Context: an optimization exercise on an open-source flow, tuned for small area, a short achievable clock period and few clock cycles per item. The choices shown serve that exercise and are no tape-out recipe.
Function was checked by simulation only, so behaviour that the tests miss may differ from the original.
Power is estimated from default activity; no workload was simulated.

`flow/run.sh`:
```
#!/bin/bash
# synth_recipe.tcl (not shown) runs the flow's synth.tcl, then flattens the netlist and writes it again
# the make line also repeats each setting of config.mk as NAME=value (left out here)
make -C /OpenROAD-flow-scripts/flow DESIGN_CONFIG=/design/flow/config.mk WORK_HOME=/design/flow/orfs CLKGATE_MAP_FILE= SYNTH_SCRIPT=/design/flow/synth_recipe.tcl finish
```
`flow/config.mk`:
```
export PLATFORM = sky130hd
export DESIGN_NAME = mnet_codec
export DESIGN_NICKNAME = mnet_codec
export VERILOG_FILES = /design/flow/design.v
export SDC_FILE = /design/flow/constraint.sdc
export NUM_CORES = 4
export LEC_CHECK = 0
export CAP_MARGIN = 20
export CORE_MARGIN = 2
export CORE_UTILIZATION = 40
export SLEW_MARGIN = 20
```
`flow/constraint.sdc`:
```
create_clock -name core_clock -period 4.5 [get_ports {clk}]
set_input_delay 0.9000 -clock core_clock [delete_from_list [all_inputs] [get_ports {clk}]]
set_output_delay 0.9000 -clock core_clock [all_outputs]
set_load 0.01 [all_outputs]
```
`flow/design.v`:
```
module mnet_crc_step (
    input  wire [15:0] crc_in,
    input  wire [7:0]  data,
    output reg  [15:0] crc_out
);
    integer i;
    always @(*) begin
        crc_out = crc_in ^ {data, 8'h00};
        for (i = 0; i < 8; i = i + 1) begin
            if (crc_out[15])
                crc_out = {crc_out[14:0], 1'b0} ^ 16'h1021;
            else
                crc_out = {crc_out[14:0], 1'b0};
        end
    end
endmodule
module mnet_tx (
    input  wire        clk,
    input  wire        rst,
    input  wire [47:0] key,
    input  wire [2:0]  klen,
    input  wire        hdr_valid,
    output wire        hdr_ready,
    input  wire [7:0]  hdr_dst,
    input  wire [7:0]  hdr_src,
    input  wire [15:0] hdr_type,
    input  wire [7:0]  hdr_len,
    input  wire        hdr_obf,
    input  wire        pl_valid,
    output wire        pl_ready,
    input  wire [7:0]  pl_data,
    output reg         line_valid,
    input  wire        line_ready,
    output reg  [7:0]  line_data
);
    localparam S_IDLE = 3'd0,
               S_SOH  = 3'd1,
               S_HDR  = 3'd2,
               S_PL   = 3'd3,
               S_CRCH = 3'd4,
               S_CRCL = 3'd5,
               S_EOT  = 3'd6;
    reg [2:0]  state;
    reg [7:0]  dst, src, thi, tlo, len;
    reg        obf;
    reg [2:0]  idx;
    reg [7:0]  cnt;
    reg [15:0] crc;
    reg        esc_pend;
    reg [7:0]  prev;
    reg [2:0]  ki;
    wire load = !line_valid || line_ready;
    assign hdr_ready = (state == S_IDLE);
    assign pl_ready  = (state == S_PL) && load && !esc_pend;
    reg [7:0] hdr_byte;
    always @(*) begin
        case (idx)
            3'd0:    hdr_byte = dst;
            3'd1:    hdr_byte = src;
            3'd2:    hdr_byte = thi;
            3'd3:    hdr_byte = tlo;
            default: hdr_byte = len;
        endcase
    end
    reg [7:0] key_byte;
    always @(*) begin
        case (ki)
            3'd0:    key_byte = key[7:0];
            3'd1:    key_byte = key[15:8];
            3'd2:    key_byte = key[23:16];
            3'd3:    key_byte = key[31:24];
            3'd4:    key_byte = key[39:32];
            default: key_byte = key[47:40];
        endcase
    end
    wire [7:0] pl_byte = obf ? (pl_data ^ key_byte ^ prev) : pl_data;
    reg [7:0] crc_byte;
    always @(*) begin
        case (state)
            S_HDR:   crc_byte = hdr_byte;
            default: crc_byte = pl_byte;
        endcase
    end
    wire [15:0] crc_next;
    mnet_crc_step u_crc (.crc_in(crc), .data(crc_byte), .crc_out(crc_next));
    always @(posedge clk) begin
        if (rst) begin
            state      <= S_IDLE;
            line_valid <= 1'b0;
            esc_pend   <= 1'b0;
        end else begin
            if (line_valid && line_ready)
                line_valid <= 1'b0;
            case (state)
                S_IDLE: begin
                    if (hdr_valid) begin
                        dst   <= hdr_dst;
                        src   <= hdr_src;
                        thi   <= hdr_type[15:8];
                        tlo   <= hdr_type[7:0];
                        len   <= hdr_len;
                        obf   <= hdr_obf && (klen != 3'd0);
                        crc   <= 16'h0000;
                        prev  <= 8'h00;
                        ki    <= 3'd0;
                        state <= S_SOH;
                    end
                end
                default: begin
                    if (load) begin
                        if (esc_pend) begin
                            line_data  <= 8'hFF;
                            line_valid <= 1'b1;
                            esc_pend   <= 1'b0;
                        end else begin
                            case (state)
                                S_SOH: begin
                                    line_data  <= 8'h01;
                                    line_valid <= 1'b1;
                                    idx        <= 3'd0;
                                    state      <= S_HDR;
                                end
                                S_HDR: begin
                                    line_data  <= hdr_byte;
                                    line_valid <= 1'b1;
                                    esc_pend   <= (hdr_byte == 8'hFF);
                                    crc        <= crc_next;
                                    idx        <= idx + 3'd1;
                                    if (idx == 3'd4) begin
                                        cnt   <= len;
                                        state <= (len == 8'd0) ? S_CRCH : S_PL;
                                    end
                                end
                                S_PL: begin
                                    if (pl_valid) begin
                                        line_data  <= pl_byte;
                                        line_valid <= 1'b1;
                                        esc_pend   <= (pl_byte == 8'hFF);
                                        crc        <= crc_next;
                                        prev       <= pl_byte;
                                        ki         <= (ki == klen - 3'd1) ? 3'd0 : ki + 3'd1;
                                        cnt        <= cnt - 8'd1;
                                        if (cnt == 8'd1)
                                            state <= S_CRCH;
                                    end
                                end
                                S_CRCH: begin
                                    line_data  <= crc[15:8];
                                    line_valid <= 1'b1;
                                    esc_pend   <= (crc[15:8] == 8'hFF);
                                    state      <= S_CRCL;
                                end
                                S_CRCL: begin
                                    line_data  <= crc[7:0];
                                    line_valid <= 1'b1;
                                    esc_pend   <= (crc[7:0] == 8'hFF);
                                    state      <= S_EOT;
                                end
                                default: begin  
                                    line_data  <= 8'h04;
                                    line_valid <= 1'b1;
                                    state      <= S_IDLE;
                                end
                            endcase
                        end
                    end
                end
            endcase
        end
    end
endmodule
module mnet_rx (
    input  wire        clk,
    input  wire        rst,
    input  wire [47:0] key,
    input  wire [2:0]  klen,
    input  wire        line_valid,
    input  wire [7:0]  line_data,
    input  wire        obf_in,
    output reg         out_valid,
    output reg  [7:0]  out_data,
    output reg         out_end,
    output reg  [7:0]  out_status
);
    localparam P_HUNT = 2'd0,
               P_BODY = 2'd1,
               P_TERM = 2'd2;
    localparam ST_OK          = 8'h00,
               ST_BAD_FRAMING = 8'h02,
               ST_BAD_CRC     = 8'h03;
    reg [1:0]  phase;
    reg        esc;
    reg [8:0]  cnt;      
    reg [7:0]  len;
    reg [15:0] crc;
    reg        obf;
    reg [7:0]  prev;
    reg [2:0]  ki;
    reg [7:0] key_byte;
    always @(*) begin
        case (ki)
            3'd0:    key_byte = key[7:0];
            3'd1:    key_byte = key[15:8];
            3'd2:    key_byte = key[23:16];
            3'd3:    key_byte = key[31:24];
            3'd4:    key_byte = key[39:32];
            default: key_byte = key[47:40];
        endcase
    end
    wire [15:0] crc_next;
    mnet_crc_step u_crc (.crc_in(crc), .data(line_data), .crc_out(crc_next));
    wire in_payload = (cnt >= 9'd5) && (cnt < 9'd5 + {1'b0, len});
    always @(posedge clk) begin
        if (rst) begin
            phase     <= P_HUNT;
            esc       <= 1'b0;
            out_valid <= 1'b0;
            out_end   <= 1'b0;
        end else begin
            out_valid <= 1'b0;
            out_end   <= 1'b0;
            if (line_valid) begin
                case (phase)
                    P_HUNT: begin
                        if (line_data == 8'h01) begin
                            phase <= P_BODY;
                            esc   <= 1'b0;
                            cnt   <= 9'd0;
                            crc   <= 16'h0000;
                            obf   <= obf_in && (klen != 3'd0);
                            prev  <= 8'h00;
                            ki    <= 3'd0;
                        end
                    end
                    P_BODY: begin
                        if (!esc && line_data == 8'hFF) begin
                            esc <= 1'b1;
                        end else if (esc && line_data != 8'hFF) begin
                            out_end    <= 1'b1;
                            out_status <= ST_BAD_FRAMING;
                            phase      <= P_HUNT;
                        end else begin
                            esc       <= 1'b0;
                            out_valid <= 1'b1;
                            crc       <= crc_next;
                            cnt       <= cnt + 9'd1;
                            if (in_payload) begin
                                out_data <= obf ? (line_data ^ key_byte ^ prev) : line_data;
                                prev     <= line_data;
                                ki       <= (ki == klen - 3'd1) ? 3'd0 : ki + 3'd1;
                            end else begin
                                out_data <= line_data;
                            end
                            if (cnt == 9'd4)
                                len <= line_data;
                            if (cnt >= 9'd5 && cnt == 9'd6 + {1'b0, len})
                                phase <= P_TERM;
                        end
                    end
                    default: begin  
                        out_end    <= 1'b1;
                        out_status <= (line_data == 8'h04) ?
                                      ((crc == 16'h0000) ? ST_OK : ST_BAD_CRC) :
                                      ST_BAD_FRAMING;
                        phase      <= P_HUNT;
                    end
                endcase
            end
        end
    end
endmodule
module mnet_codec (
    input  wire        clk,
    input  wire        rst,
    input  wire        key_wr,
    input  wire [2:0]  key_len,
    input  wire [47:0] key_data,
    input  wire        tx_hdr_valid,
    output wire        tx_hdr_ready,
    input  wire [7:0]  tx_dst,
    input  wire [7:0]  tx_src,
    input  wire [15:0] tx_type,
    input  wire [7:0]  tx_len,
    input  wire        tx_obf,
    input  wire        tx_pl_valid,
    output wire        tx_pl_ready,
    input  wire [7:0]  tx_pl_data,
    output wire        line_tx_valid,
    input  wire        line_tx_ready,
    output wire [7:0]  line_tx_data,
    input  wire        line_rx_valid,
    input  wire [7:0]  line_rx_data,
    input  wire        rx_obf,
    output wire        rx_valid,
    output wire [7:0]  rx_data,
    output wire        rx_end,
    output wire [7:0]  rx_status
);
    reg [47:0] key;
    reg [2:0]  klen;
    always @(posedge clk) begin
        if (rst) begin
            key  <= 48'h0;
            klen <= 3'd0;
        end else if (key_wr && key_len >= 3'd3 && key_len <= 3'd6) begin
            klen <= key_len;
            case (key_len)
                3'd3:    key <= {24'h0, key_data[23:0]};
                3'd4:    key <= {16'h0, key_data[31:0]};
                3'd5:    key <= {8'h0,  key_data[39:0]};
                default: key <= key_data;
            endcase
        end
    end
    mnet_tx u_tx (
        .clk       (clk),
        .rst       (rst),
        .key       (key),
        .klen      (klen),
        .hdr_valid (tx_hdr_valid),
        .hdr_ready (tx_hdr_ready),
        .hdr_dst   (tx_dst),
        .hdr_src   (tx_src),
        .hdr_type  (tx_type),
        .hdr_len   (tx_len),
        .hdr_obf   (tx_obf),
        .pl_valid  (tx_pl_valid),
        .pl_ready  (tx_pl_ready),
        .pl_data   (tx_pl_data),
        .line_valid(line_tx_valid),
        .line_ready(line_tx_ready),
        .line_data (line_tx_data)
    );
    mnet_rx u_rx (
        .clk       (clk),
        .rst       (rst),
        .key       (key),
        .klen      (klen),
        .line_valid(line_rx_valid),
        .line_data (line_rx_data),
        .obf_in    (rx_obf),
        .out_valid (rx_valid),
        .out_data  (rx_data),
        .out_end   (rx_end),
        .out_status(rx_status)
    );
endmodule
```
==> impl_metrics.json <==
{
  "run_status": "finished clean",
  "core_mm2": 0.0276,
  "routed_wl_mm": 30.1,
  "ys_seq_elements": 203,
  "syn_to_final_growth_pct": 22.5,
  "fp.dieH_um": 171,
  "slew_headroom": 0.400,
  "tightest_slew_ps": 900,
  "fin_tns_setup_ps": 0,
  "synth_area_leader_cell": "edfxtp_1",
  "finClkSkew_ps": 17.9,
  "clock_sinks": 203,
  "ys.warnings.count": 4,
  "avgSynthCellArea_um2": 10.1,
  "max_cap_viol_count": 0,
  "reg2reg_from": "u_tx.ki[2]$_SDFFCE_PP0P_",
  "synth_area_mm2": 0.0112,
  "clk_path_buf_depth": 3,
  "synthTopCellsByCount": "edfxtp_1, nor2_1, nand2_1",
  "portBuffers": 138,
  "grt_antenna_before_repair": 0,
  "ctsResizeCount": 0,
  "fin_util": 0.495,
  "netlist-cell-type-count": 79,
  "power.density_mw_per_mm2": 499,
  "post-cts-setup-buffers": 0,
  "synth.area.top_cells": "edfxtp_1, dfxtp_1, xnor2_1",
  "drtIter0Drc": 737,
  "fin_crit_ps": 3830,
  "min_from": "key[33]$_SDFFE_PP0P_",
  "stdcell_count": 1616,
  "crit_start": "u_tx.state[1]$_SDFFE_PP0P_",
  "grt_pass1_vias": 8543,
  "fin_nets": 1378,
  "timing.final.crit_share": 0.852,
  "required_ps": 3600,
  "fp.dieW_um": 171,
  "ir_worst_vdd_mv": 0.277,
  "dp_cells": 1578,
  "clkTransAtPathRegs_ps": 60,
  "finalMaxSlewViolations": 0,
  "finalSetupViolations": 0,
  "reg2regPathDepth": 11,
  "routedWlPerCell_um": 18.6,
  "hold_depth": 2,
  "yosysSeqAreaShare": 0.491,
  "end_kind": "primary output",
  "hpwlAfterDp_mm": 21.9,
  "route.detailed.drc": 0,
  "synth-edff-count": 142,
  "row_count": 61,
  "initial_core_util": 0.404,
  "diodes": 0,
  "grt_usage": 0.203,
  "synth_top_area_share": 0.382,
  "place_congestion": 0.884,
  "timing.fmax_mhz": 261,
  "cts-hold-fix-buffers": 0,
  "grt-ovfl-total": 0,
  "finalHoldViolations": 0,
  "vias": 8743,
  "crit_end": "tx_pl_ready",
  "grt_pass1_wl_mm": 46.7,
  "clockRootBuffer": "clkbuf_16",
  "clock_latency_ps": 520,
  "path_class": "flip-flop to primary output",
  "synthMostInstantiatedCell": "edfxtp_1",
  "fin_ws_ps": 668,
  "rsz0062_at_grt": "false",
  "critPathLaunchType": "flip-flop",
  "drive_above_1_share": 0.0622,
  "drtAntennaViolNets": 0,
  "dp_slack_ps": 829,
  "io-pin-count": 145,
  "drtPass1Iterations": 6,
  "cts_made_buffers": 23,
  "grt_max_degree": 64,
  "vias_per_cell": 5.41,
  "die-area_mm2": 0.0293,
  "htree_levels": 1,
  "leakage_uw": 0.00489,
  "rr_endpoint": "u_tx.crc[5]$_SDFFCE_PP0P_",
  "hold_path.class": "flip-flop to flip-flop",
  "synth_cells": 1108,
  "critical_path_arrival_ps": 2930,
  "ys.flop_type": "edfxtp_1",
  "async_reset_ff_frac": 0,
  "reg2reg_slack_ps": 790,
  "path_max_fanout": 19,
  "cts_tree": "done"
}
-- through the flow --
stage	instance area [µm²]	total power (µW)	hold slack, ps
2_1_floorplan	11200	4180	442
3_3_place_gp	12900	4850	467
3_5_place_dp	12900	4890	473
4_1_cts	13700	6890	483
5_1_grt	13700	7210	511
6_report	13700	6830	482
-- power breakdown --
part / total (µW) / internal, µW / switching (µW)
clock: 1970 / 1220 / 749
sequential: 2620 / 2370 / 251
combinational: 2240 / 973 / 1270
total: 6830 / 4560 / 2270
-- registers in the layout, summed over array words and instances (netlist names), 8 cells and up --
register / cells
u_tx.dst: 8
u_tx.cnt: 8
u_tx.len: 8
u_tx.thi: 8
u_tx.prev: 8
u_rx.out_data: 8
u_tx.crc: 16
u_rx.cnt: 9
u_tx.line_data: 8
u_rx.crc: 16
u_rx.len: 8
key: 48
u_tx.src: 8
u_rx.prev: 8
u_tx.tlo: 8
-- per-layer routing --
layer / wire length, µm / up-vias / track usage / part of all wire
met1: 13700 / 4155 / 0.282 / 0.46
met5: 0 / - / 0 / 0
met4: 752 / 0 / 0.0531 / 0.025
met2: 13900 / 298 / 0.333 / 0.46
met3: 1740 / 46 / 0.0298 / 0.058
li1: - / 4244 / - / -
-- how the worst min path moves through the flow --
stage | end | slack [ps]
floorplan | key[32]$_SDFFE_PP0P_ | 440
global placement | key[34]$_SDFFE_PP0P_ | 470
detailed placement | key[33]$_SDFFE_PP0P_ | 470
CTS | key[33]$_SDFFE_PP0P_ | 480
global route | key[34]$_SDFFE_PP0P_ | 510
finish | key[33]$_SDFFE_PP0P_ | 480
-- kinds of logic (layout without fill, tap and decap cells) --
logic type | Yosys count | count (layout) | share of synthesized area
and+or+nand+nor | 390 | 390 | 0.167
AOI/OAI and AO/OA | 244 | 244 | 0.156
DFF | 203 | 203 | 0.491
xor gates and xnor gates | 106 | 106 | 0.0863
buffers and inverters | 106 | 231 | 0.0391
adders and majority gates | 37 | 37 | 0.0414
muxes | 21 | 21 | 0.0194
other | 1 | 6 | 0.000336
-- final cells by class --
type                    count  area [µm²]
fillers                  2601       13900
flip-flops and latches    203        5490
multi-input cells         804        5290
repair buffers            155        1500
well taps                 378         473
clock buffers              31         679
inverters                  38         143
clock inverters             7         113
-- worst max-delay path, stage by stage, from the launching register on --
cell             delay (ps)
dfxtp_1                 650
inv_1                   220
nor2_1                  490
nand2_1                 100
buf_4                   220
nor2_1                  180
clkdlybuf4s50_1         560
-- placed cells by master, fill, tap and decap left out, drive strengths merged, types with 5 or more instances in the layout --
master,instances
nand4,7
o2111ai,5
nor4,16
nor3,19
nor2b,11
nand2,103
edfxtp,142
o211ai,18
xor2,48
xnor2,57
mux2,5
nand3b,11
a222oi,18
nor2,124
inv,39
a21o,5
and3,14
or4,5
mux2i,16
a21oi,55
a2111oi,6
ha,37
nand3,27
clkdlybuf4s50,137
dfxtp,61
clkbuf,31
o21ai,50
o22ai,5
nand2b,11
conb,6
buf,18
a22oi,33
and2,26
Testbench counts, summed over its fixed seeds: cycles 27,773, items 384.

static timing again, ports no longer ideal:
Ports are ideal in the flow. The routed layout listed here was re-timed in OpenROAD. Step 1 assumes that a clkbuf_16 drives the clock port and a buf_2 every other input. Step 2 also shifts input and output timing later by t, the mid clock arrival at the registers, as if the neighbouring blocks saw the same clock. a / b / c = ideal ports / drivers / drivers and shift; a / b = the first two.
shift t [ns]: 0.555
setup WS [ns]: 0.668 / 0.620 / 0.785
worst data-port slew with drivers (ns): 0.05
After both steps setup and hold are still met in this run. The setup slack of this run moves by -0.048 ns with the drivers and by +0.117 ns with both steps.
